What follows belongs to an exercise in optimizing a design on an open flow for small area, a short achievable clock period and few clock cycles per item; a production flow would make more cautious choices.
Function was checked by simulation only, so behaviour that the tests miss may differ from the original.
Power and IR drop assume default switching activity.

## flow/design.v (module list and top-level ports; edited modules follow where they fit)
// module imb_pattern_rom: 754 lines
// module imb_encoder: 1364 lines
module imb_encoder (
    input  wire         clk,
    input  wire         rst,         
    input  wire         in_valid,
    output wire         in_ready,
    input  wire [103:0] in_value,
    output wire         out_valid,
    input  wire         out_ready,
    output wire [129:0] out_bars,    
    output wire [10:0]  out_fcs,
    output wire         out_ovf,     
    output wire         out_err      
);
  // ...
==> flow/run.sh <==
#!/bin/bash
# synth_recipe.tcl (not shown) runs the flow's synth.tcl, then flattens the netlist and writes it again
# the make line also repeats each setting of config.mk as NAME=value (left out here)
make -C /OpenROAD-flow-scripts/flow DESIGN_CONFIG=/design/flow/config.mk WORK_HOME=/design/flow/orfs CLKGATE_MAP_FILE= SYNTH_SCRIPT=/design/flow/synth_recipe.tcl finish
==> flow/config.mk <==
export PLATFORM = sky130hd
export DESIGN_NAME = imb_encoder
export DESIGN_NICKNAME = imb_encoder
export VERILOG_FILES = /design/flow/design.v
export SDC_FILE = /design/flow/constraint.sdc
export NUM_CORES = 4
export LEC_CHECK = 0
export ABC_AREA = 1
export CAP_MARGIN = 20
export CELL_PAD_IN_SITES_DETAIL_PLACEMENT = 0
export CELL_PAD_IN_SITES_GLOBAL_PLACEMENT = 1
export CORE_MARGIN = 2
export CORE_UTILIZATION = 40
export GPL_ROUTABILITY_DRIVEN = 1
export PLACE_DENSITY = 0.5
export SETUP_SLACK_MARGIN = 4
export SLEW_MARGIN = 20
export SYNTH_MEMORY_MAX_BITS = 32768
==> flow/constraint.sdc <==
create_clock -name core_clock -period 8.0 [get_ports {clk}]
set_input_delay 1.6000 -clock core_clock [delete_from_list [all_inputs] [get_ports {clk}]]
set_output_delay 1.6000 -clock core_clock [all_outputs]
set_load 0.01 [all_outputs]
==> out/qor.csv, run 1 <==
stage;metric;value;unit
run;max-cap viol count;0;
sta;Worst-Margin Slew;1140;ps
worst_hold_path;Hold Path Stages;1;
sta;final hold vios;0;
sta;fin worst setup slack;3780;ps
critical_path;Worst path max stage delay;370;ps
grt;number of global-route vias before repair;35172;
synthesis;Synth Area in XOR/XNOR;0.0437;
final_layout;nets;5821;
final_layout;sequential share of cell area;0.213;
power_and_ir_drop;Clock power frac;0.102;
run_status;status;complete, no violations;
route;met2 WL;67900;µm
clocking;cts bufs inserted;43;
route;max layer used;met5;
synthesis;number of synthesis warnings;4;
power_and_ir_drop;Comb pwr share;0.760;
clocking;Clock transition at path regs;60;ps
worst_hold_path;worst hold path class;reg2reg;
final_layout;clock buffers;60;
final_layout;clk tree area frac;0.0342;
sta;min Tclk post-route;4220;ps
grt;remaining global-route overflow;0;
route;wl on met1;59400;µm
final_layout;max reg flops;130;
final_layout;seq_cells;325;
final_layout;Non-Clock Buffer Count;509;
Testbench counts, summed over its fixed seeds: cycles 2,984, items 192.
==> run 2, diff against run 1 <==
--- a/flow/design.v
+++ b/flow/design.v
@@ -1898,17 +1898,21 @@
             wire [18:0] l = luth(o[10:2]);
             wire [7:0]  ci;
             if (gs == 1) begin : g_c0
                 assign ci = c0;
             end else begin : g_ch
                 assign ci = ch[gs-1];
             end
             assign ch[gs] = l[18:11];
-            assign nh[gs] = l[10:0] + {2'd0, o[1:0], 7'd0} + {3'd0, ci};
+            wire [10:0] a   = l[10:0] + {2'd0, o[1:0], 7'd0};
+            wire [5:0]  lo  = {1'b0, a[4:0]} + {1'b0, ci[4:0]};
+            wire [5:0]  hb  = a[10:5] + {3'd0, ci[7:5]};
+            wire [5:0]  hb1 = a[10:5] + {3'd0, ci[7:5]} + 6'd1;
+            assign nh[gs] = {(lo[5] ? hb1 : hb), lo[4:0]};
         end
     endgenerate
     wire        so = live[9] & (|ch[9]);
     reg  [10:0] sc;
     always @(*) sc = (xb == 4'd0) ? 11'h7FF : crc;
     integer     i;
     reg  [6:0] crcmask;
     always @(*) begin
@@ -1957,22 +1961,25 @@
             default: sel = 11'bx;
         endcase
     end
     reg         nc;
     reg  [10:0] ca_a, ca_b;     
     reg         ga;
     reg  [3:0]  ia;             
     wire        ncin = nc & (li != 4'd0);
-    wire [11:0] nt   = {1'b0, sel} + {11'd0, ncin};
-    wire        nge  = (li == 4'd0) ? (nt >= 12'd636) : (nt >= 12'd1365);
-    wire [11:0] ntm0 = nt - 12'd636;
-    wire [11:0] ntm  = nt - 12'd1365;
-    wire [11:0] ntp  = nt + 12'd659;
-    wire [11:0] ntq  = nt - 12'd706;
+    wire [11:0] se   = {1'b0, sel};
+    wire [11:0] ci1  = {11'd0, ncin};
+    wire [11:0] nt   = se + ci1;
+    wire        nge  = (li == 4'd0) ? (ncin ? (se >= 12'd635) : (se >= 12'd636))
+                                     : (ncin ? (se >= 12'd1364) : (se >= 12'd1365));
+    wire [11:0] ntm0 = se + ci1 + 12'd3460;    
+    wire [11:0] ntm  = se + ci1 + 12'd2731;    
+    wire [11:0] ntp  = se + ci1 + 12'd659;
+    wire [11:0] ntq  = se + ci1 + 12'd3390;    
     reg  [10:0] nca, ncb;
     always @(*) begin
         if (li == 4'd0) begin
             nca = {nt[9:0], 1'b0};
             ncb = {ntm0[9:0], 1'b0};
         end else if (li == 4'd9 && fcs_o[10]) begin
             nca = ntp[10:0];
             ncb = ntq[10:0];
==> run 2 against run 1 <==
Net effect:
- sequential power shrank 2%
- critical path depth decreased by 14
- global-route usage rose by 0.36 points
- synthesized area rose by 1.2%
- setup slack improved by 240 ps
- first-iteration DRC count is 6.5% higher
- synthesized cell count rose by 2.1%
- wire length up 2.6%
==> out/qor.csv, run 2 <==
stage;metric;value;unit;change
synthesis;Post-synth EDFFs;270;;unchanged
power_and_ir_drop;Sw Share;0.566;;was 0.555
final_layout;most flop-heavy register;pat;;unchanged
sta;crit share post-route;0.498;;was 0.528
sta;Worst-Margin Slew;1070;ps;was 1140 ps
floorplan;die width;298;µm;was 296 µm
clocking;H-tree Lvls;2;;unchanged
floorplan;Die Area;88700;µm²;was 87,600 µm²
clocking;CTS Buffer Depth;3;;unchanged
floorplan;CORE AREA;85300;µm²;was 84,900 µm²
floorplan;starting density of the core;0.405;;was 0.402
power_and_ir_drop;P_leak;18.7;nW;was 19.2 nW
power_and_ir_drop;Peak VDD IR;0.390;mV;was 0.461 mV
power_and_ir_drop;Clock power frac;0.107;;was 0.102
power_and_ir_drop;Comb pwr share;0.743;;was 0.760
grt;first-pass GRT wire length;225000;µm;was 218,000 µm
route;Via density;5.74;;was 5.71
synthesis;top-count cell post-synth;nand2_1;;unchanged
synthesis;count of different cell masters after synthesis;74;;was 79
sta;Slew headroom;0.289;;was 0.243
power_and_ir_drop;Pwr Total;0.0180;W;was 0.0199 W
floorplan;row cnt;107;;unchanged
route;Routed WL;152000;µm;was 148,000 µm
sta;final max-slew violation count;0;;unchanged
critical_path;slowest CP cell;nor2_2;;was edfxtp_1
sta;Layout Skew;20.0;ps;was 35.9 ps
worst_hold_path;hold path start;xv;;was li[0]
final_layout;max reg flops;130;;unchanged
grt;remaining global-route overflow;0;;unchanged
clocking;clock net sink count;325;;unchanged
critical_path;Setup crit end kind;flop;;unchanged
sta;final hold vios;0;;unchanged
final_layout;nets;5808;;was 5,821
synthesis;post-synthesis sequential area ratio;0.267;;was 0.270
run_status;status;complete, no violations;;unchanged
synthesis;post-synth top area cell;edfxtp_1;;unchanged
sta;WHS;523;ps;was 477 ps
synthesis;top post-synthesis cells by area;edfxtp_1 (23%), nand2_1 (14%), inv_1 (7.2%);;was edfxtp_1 (24%), nand2_1 (13%), ha_1 (8.8%)
sta;unrepaired setup endpoints after global routing;yes;;unchanged
critical_path;CP Buf/Inv Count;2;;was 5
route;drt wl/cell;22.9;µm;was 22.4 µm
final_layout;commonest cells after routing, fill and taps aside;nand2_1 (1,199), inv_1 (632), nor2_1 (487), o21ai_0 (402), nand3_1 (318);;was nand2_1 (1,125), inv_1 (573), nor2_1 (458), o21ai_0 (354), nand3_1 (315)
clocking;cts bufs inserted;42;;was 43
synthesis;Yosys top cell area share;0.235;;was 0.238
critical_path;startpoint class of the critical path;flop;;unchanged
critical_path;Worst Path Arrival;4290;ps;was 4570 ps
final_layout;share of cells above drive strength 1;0.125;;was 0.169
final_layout;biggest regs;pat x130, dh x99;;unchanged
critical_path;Crit Path Max Fanout;13;;was 5
power_and_ir_drop;NetSw;0.0102;W;was 0.0110 W
route;DRC;0;;unchanged
placement;dpl hpwl;111000;µm;was 107,000 µm
synthesis;number of synthesis warnings;4;;unchanged
critical_path;CP cell instances;buf_4, nand2_2, nand2_8, nor2_2, inv_1, a21oi_1, o21ai_0, nand3_1, o311ai_1, nand3_1, o21ai_1, nand2_1, nand2_4, xor2_1;;
critical_path;Worst path top cell family by delay;simple AND/OR/NAND/NOR gates;;was compound AO/OA/AOI/OAI gates
synthesis;Top FF cell, synth;edfxtp_1;;unchanged
power_and_ir_drop;Internal Power;0.00781;W;was 0.00886 W
power_and_ir_drop;Seq pwr share;0.150;;was 0.138
grt;GRT Overall Usage;0.327;;was 0.324
route;antenna-violating nets left;0;;unchanged
sta;min Tclk post-route;3980;ps;was 4220 ps
critical_path;Most common cell on crit path;nand3_1;;was a21oi_2
sta;Finish-stage setup viols;0;;unchanged
grt;largest net degree at the start of global routing;65;;was 66
synthesis;syn avg cell area;6.67;µm²;was 6.72 µm²
placement;PortBufs;252;;unchanged
synthesis;Syn Nets;5505;;was 5,438
power_and_ir_drop;Power Density;429;nW/µm²;was 459 nW/µm²
synthesis;area of the mapped netlist;34500;µm²;was 34,100 µm²
route;Pre-Repair DR Iteration Count;7;;unchanged
critical_path;CP Class;reg2reg;;unchanged
route;vias;38208;;was 37.9k
route;initial DRC count;4369;;was 4,101
clocking;Clock transition at path regs;60;ps;about the same
sta;setup TNS;0;ps;unchanged
grt;number of global-route vias before repair;35867;;was 35.2k
floorplan;# IOs;253;;unchanged
placement;routability cong.;1.04;;was 1.01
sta;maximum clock frequency;251;MHz;was 237 MHz
final_layout;most common cell after layout, fill and taps aside;nand2_1;;unchanged
final_layout;filler cell count;8748;;was 8,545
critical_path;reg-to-reg startpoint;ga;;was d0[2]
synthesis;post-synthesis cell count;5179;;was 5,071
synthesis;top cells by count, synth;nand2_1 (1,244), inv_1 (664), nor2_1 (567), o21ai_0 (436), nand3_1 (327);;was nand2_1 (1,192), inv_1 (641), nor2_1 (569), o21ai_0 (418), a21oi_1 (327)
critical_path;required time of the critical path;8310;ps;was 8350 ps
clocking;clock latency at the later pin of the worst-skew pair;590;ps;was 600 ps
run;max-cap viol count;0;;unchanged
final_layout;Synth-to-Final Area Change;21.6;%;was 27.0%
clocking;CTS tree;built;;unchanged
critical_path;Worst path max stage delay;600;ps;was 370 ps
worst_hold_path;worst hold path class;reg2reg;;unchanged
clocking;root buffer cell;clkbuf_16;;unchanged
synthesis;Synth async-reset ratio;0;;unchanged
grt;initial antenna violation count;1;;was 2
critical_path;Setup crit start;ga;;was d0[2]
synthesis;#FFs+latches synth;325;;unchanged
floorplan;die height;298;µm;was 296 µm
-- run 2: cell count changes after synthesis, sizes merged, moves of 11 or more --
cell,change
nand2,+55
ha,-50
a21oi,-48
inv,+28
o21ai,+21
o211ai,+19
a211oi,+15
xnor2,+13
a31oi,+12
o31ai,-11
-- run 2: logic make-up (layout without fill, tap and decap cells) --
logic type               after synthesis  after routing  share of synthesized area
AO/OA/AOI/OAI                       1174           1174                      0.202
XOR/XNOR                             188            188                     0.0477
adder cells (fa/ha/maj)              218            218                     0.0851
buffers and inverters                888           1219                      0.103
flip-flops                           325            325                      0.267
multiplexers                          14             14                    0.00435
other                                  0              1                          0
AND/OR/NAND/NOR                     2372           2377                      0.290
-- run 2: path summary, 6_finish.rpt --
check	to	slack (ps)	cells past startpoint
worst max-delay path	pat[1][6]	4020	14
worst min-delay path	xv	520	2
worst max register to register	pat[1][6]	4020	14
worst min register to register	xv	520	2
-- run 2: what timing repair did --
item	CTS	global route
cloned	8	5
hold buffers	0	0
gates resized for setup	175	241
buffers inserted	55	67
setup endpoints to repair	200	195
pin swaps	23	57
-- run 2: final cells by class --
cell class	count	area, µm²	share of cell area
Tap cell	1144	1430	0.0341
Clock buffer	58	1180	0.0282
Clock inverter	19	213	0.00507
Antenna cell	1	2.50	0.0000596
Sequential cell	325	9240	0.220
Multi-Input combinational cell	3971	23000	0.548
Inverter	709	2780	0.0662
Timing Repair Buffer	430	4110	0.0978
Timing Repair inverter	3	15.0	0.000358
-- run 2: tightest hold or removal path, cell delays in order (launching register included) --
cell	delay, ps
dfxtp_1	320
a21oi_1	90
nor2_1	80
-- run 2: power by group through the flow --
stage	clock network, W	registers [W]	logic (W)
floorplan	0	0.00264	0.00823
global placement	0	0.00274	0.0117
detailed placement	0	0.00274	0.0115
CTS	0.00197	0.00269	0.0122
global route	0.00203	0.00271	0.0144
finish	0.00193	0.00269	0.0134
-- run 2: per-stage QoR --
stage	utilization	cell area [µm²]	instances	setup slack [ps]
finish	0.492	42000	6660	4020
global route	0.492	42000	6659	3880
CTS	0.476	40600	6586	4000
detailed placement	0.446	38000	6446	2450
global placement	0.446	38000	6446	2570
floorplan	-	34500	5179	4060
-- run 2: per-layer routing --
layer,global-route usage,up-vias,wire length (µm)
li1,-,18029,-
met1,0.419,17804,61500
met2,0.550,1897,70900
met3,0.0510,476,12100
met4,0.135,2,7740
met5,0,-,23
Testbench counts of run 2, summed over its fixed seeds: cycles 2,984, items 192.

re-timing with driven ports:
How much do the figures lean on ideal ports? The routed layouts below were timed once more, with nothing changed but the port constraints.
Step 1 (the two cells are an assumption about what drives the block):
set clk [get_ports {clk}]
set_driving_cell -lib_cell sky130_fd_sc_hd__clkbuf_16 $clk
set_driving_cell -lib_cell sky130_fd_sc_hd__buf_2 [delete_from_list [all_inputs] $clk]
Step 2 also shifts input and output timing later by t, the mid clock arrival at the registers, as if the neighbouring blocks saw the same clock.
a / b / c = ideal ports / drivers / drivers and shift; a / b = the first two.
| run | t (ns) | setup WS [ns] | worst data-port slew with drivers (ns) | pins driven straight from the clock port |
|---|---|---|---|---|
| run 1 | 0.651 | 3.776 / 3.776 / 3.526 | 0.07 | 1 |
| run 2 | 0.653 | 4.020 / 4.020 / 3.619 | 0.09 | 1 |
After both steps every run listed still meets setup and hold. The setup slack of run 2, which loses most, moves by 0.000 ns with the drivers and by -0.401 ns with both steps.
